Source: an optimization exercise on an open RTL-to-GDS flow (aim: small area, a short achievable clock period and few clock cycles per item). Production flows keep margins and buffers that such runs may drop.
Function was checked by simulation only, so behaviour that the tests miss may differ from the original.
Power figures rest on the tool's default switching activity, not on a simulated workload.

// mae_bq
module mae_bq #(
    parameter N_CH = 8
) (
    input  wire        clk,
    input  wire        rst,
    input  wire        cmd_valid,
    output wire        cmd_ready,
    input  wire [31:0] cmd_data,
    output wire        rsp_valid,
    input  wire        rsp_ready,
    output wire [31:0] rsp_data
);
For scale: about 1600 flip-flops.
clock: 22.0 ns
lec_check: 0
abc_clock_period_in_ps: 5000
cap_margin: 20
core_margin: 2
core_utilization: 40
place_density: 0.6
slew_margin: 20
standard.sh (not shown) runs the stock make flow with config.mk's settings and CLKGATE_MAP_FILE= SYNTH_SCRIPT=/design/flow/synth_recipe.tcl, a recipe that flattens the netlist after the stock synthesis.
==> flow/flow/run.sh <==
#!/bin/bash
# The standard flow, with synthesis unchanged, but with timing repair after
# floorplan, clock tree and global routing aiming for a setup slack of
# MARGIN ns (a clock period of about 22 - MARGIN ns) instead of 0, and the
# port buffers made plain buffers (buf_4) instead of the default choice.
set -euo pipefail
MARGIN=16.0
bash standard.sh synth > synth.log 2>&1
bash standard.sh SETUP_SLACK_MARGIN=$MARGIN TNS_END_PERCENT=100 \
    "BUFFER_PORTS_ARGS=-buffer_cell sky130_fd_sc_hd__buf_4" finish > layout.log 2>&1
The first run completed with no timing, DRC or antenna violations.
Testbench counts at the start, summed over its fixed seeds: cycles 16,867, items 3,200.
Rerun with:
Settings changed: CORE_UTILIZATION 40 to 55, PLACE_DENSITY 0.6 to 0.7.
Effect:
- fmax decreases by 1.6%
- non-clock buffer count shrinks by 63
- hold slack is better by 7.0 ps
Rerun with:
Settings changed: ABC_CLOCK_PERIOD_IN_PS 5000 to 4500, CORE_UTILIZATION 55 to 40, PLACE_DENSITY 0.7 to 0.6.
The changed run passed the timing, DRC and antenna checks.
Sequential share of layout area fell by 0.88 points.
Combinational power rose slightly.
Design area rose by a few percent.
Worst setup slack improved by 97 ps.
Final cell count rose by a little under a tenth.
Non-clock buffer count rose by 63.
Rerun with:
==> flow/flow/run.sh (replaced) <==
#!/bin/bash
# The standard flow, with synthesis unchanged, but with timing repair after
# placement, clock tree and global routing aiming for a setup slack of
# MARGIN ns (a clock period of about 22 - MARGIN ns) instead of 0.
set -euo pipefail
MARGIN=15.8
bash standard.sh synth > synth.log 2>&1
bash standard.sh SETUP_SLACK_MARGIN=$MARGIN TNS_END_PERCENT=100 finish > layout.log 2>&1
Settings changed: ABC_CLOCK_PERIOD_IN_PS 4500 to 5000.
After rerunning: Die area does not change. Worst setup slack degrades by 200 ps. Via count is lower by 1.0%. Design area falls by about 1%. Core utilization shrinks by 0.47 points.

========
Starting RTL as in the previous note.
clock: 22.0 ns
lec_check: 0
abc_clock_period_in_ps: 5000
cap_margin: 20
core_margin: 2
core_utilization: 40
place_density: 0.6
slew_margin: 20
==> flow/flow/run.sh <==
#!/bin/bash
# The standard flow, with synthesis unchanged, but with timing repair after
# floorplan, clock tree and global routing aiming for a setup slack of
# MARGIN ns (a clock period of about 22 - MARGIN ns) instead of 0, and the
# port buffers made plain buffers (buf_4) instead of the default choice.
set -euo pipefail
MARGIN=15.9
bash standard.sh synth > synth.log 2>&1
bash standard.sh SETUP_SLACK_MARGIN=$MARGIN TNS_END_PERCENT=100 \
    "BUFFER_PORTS_ARGS=-buffer_cell sky130_fd_sc_hd__buf_4" finish > layout.log 2>&1
The starting point went through all stages and came out clean.
Testbench counts at the start, summed over its fixed seeds: cycles 16,867, items 3,200.
Next try:
==> flow/flow/run.sh (replaced) <==
#!/bin/bash
# The standard flow, with synthesis unchanged, but with timing repair after
# placement, clock tree and global routing aiming for a setup slack of
# MARGIN ns (a clock period of about 22 - MARGIN ns) instead of 0.
set -euo pipefail
MARGIN=16.0
bash standard.sh synth > synth.log 2>&1
bash standard.sh SETUP_SLACK_MARGIN=$MARGIN TNS_END_PERCENT=100 finish > layout.log 2>&1
--- a/flow/config.mk
+++ b/flow/config.mk
@@ -9,5 +9,5 @@
 export CAP_MARGIN = 20
 export CORE_MARGIN = 2
-export CORE_UTILIZATION = 40
-export PLACE_DENSITY = 0.6
+export CORE_UTILIZATION = 55
+export PLACE_DENSITY = 0.7
 export SLEW_MARGIN = 20
Wire length is lower by a few percent.
Power shrinks slightly.
Sequential power stays flat.
Global-route usage climbs by 7.7 points.
Die area came out lower by a quarter to a third.
Cell area stays flat.
Via count increases slightly.
Synthesized cell count stays the same.
Next try:
==> flow/flow/run.sh (replaced) <==
#!/bin/bash
# The standard flow, with synthesis unchanged, but with timing repair after
# floorplan, clock tree and global routing aiming for a setup slack of
# MARGIN ns (a clock period of about 22 - MARGIN ns) instead of 0, and the
# port buffers made plain buffers (buf_4) instead of the default choice.
set -euo pipefail
MARGIN=16.3
bash standard.sh synth > synth.log 2>&1
bash standard.sh SETUP_SLACK_MARGIN=$MARGIN TNS_END_PERCENT=100 \
    "BUFFER_PORTS_ARGS=-buffer_cell sky130_fd_sc_hd__buf_4" finish > layout.log 2>&1
What happened:
- setup slack gets better by 0.0085 ns
- sequential share of layout area drops by 1.2 points
- sequential power is about the same
- wire length rises by a few percent
- global-route usage rises by 0.97 points
Next try:
==> flow/flow/run.sh (replaced) <==
#!/bin/bash
# The standard flow, with synthesis unchanged, but with timing repair after
# placement, clock tree and global routing aiming for a setup slack of
# MARGIN ns (a clock period of about 22 - MARGIN ns) instead of 0.
set -euo pipefail
MARGIN=15.5
bash standard.sh synth > synth.log 2>&1
bash standard.sh SETUP_SLACK_MARGIN=$MARGIN TNS_END_PERCENT=100 finish > layout.log 2>&1
--- a/flow/config.mk
+++ b/flow/config.mk
@@ -9,5 +9,5 @@
 export CAP_MARGIN = 20
 export CORE_MARGIN = 2
-export CORE_UTILIZATION = 55
-export PLACE_DENSITY = 0.7
+export CORE_UTILIZATION = 40
+export PLACE_DENSITY = 0.6
 export SLEW_MARGIN = 20
- The changed run went through all stages and came out clean
- synthesized area stays the same
- global-route usage fell by 8.9 points
- combinational power fell by 12%
- hold slack gets better by 0.044 ns
- synthesized cell count stays the same
- via count fell by 5.1%
- cell count rose by 4.6%
- routed wire length fell by 1.4%
- sequential power barely changes

[re-timing with driven ports]
Ports are ideal in the flow. The routed layouts listed here were re-timed in OpenROAD.
Step 1 assumes that a clkbuf_16 drives the clock port and a buf_2 every other input.
Step 2 times the ports against the registers' clock, not the clock port: input delays grow and output delays shrink by t, the midpoint of the rising clock arrivals with the driver on.
Slacks: ideal ports / drivers / drivers and shift; pairs: ideal ports / drivers.
run | t (ns) | setup WS [ns] | cell pins on the clock port's net
the first run of note 1 | 0.905 | 16.071 / 15.979 / 15.222 | 1
the second run of note 1 | 0.885 | 15.975 / 16.005 / 15.120 | 1
the third run of note 1 | 0.905 | 16.071 / 15.979 / 15.222 | 1
the fourth run of note 1 | 0.916 | 15.869 / 15.778 / 15.024 | 1
the first run of note 2 | 0.887 | 15.879 / 15.916 / 15.029 | 1
the second run of note 2 | 0.899 | 15.996 / 15.988 / 15.150 | 1
the third run of note 2 | 0.882 | 16.005 / 16.034 / 15.152 | 1
the fourth run of note 2 | 0.909 | 15.646 / 15.543 / 14.826 | 1
After both steps every run listed still meets setup and hold. The setup slack of the second run of note 1, which loses most, moves by +0.030 ns with the drivers and by -0.855 ns with both steps.
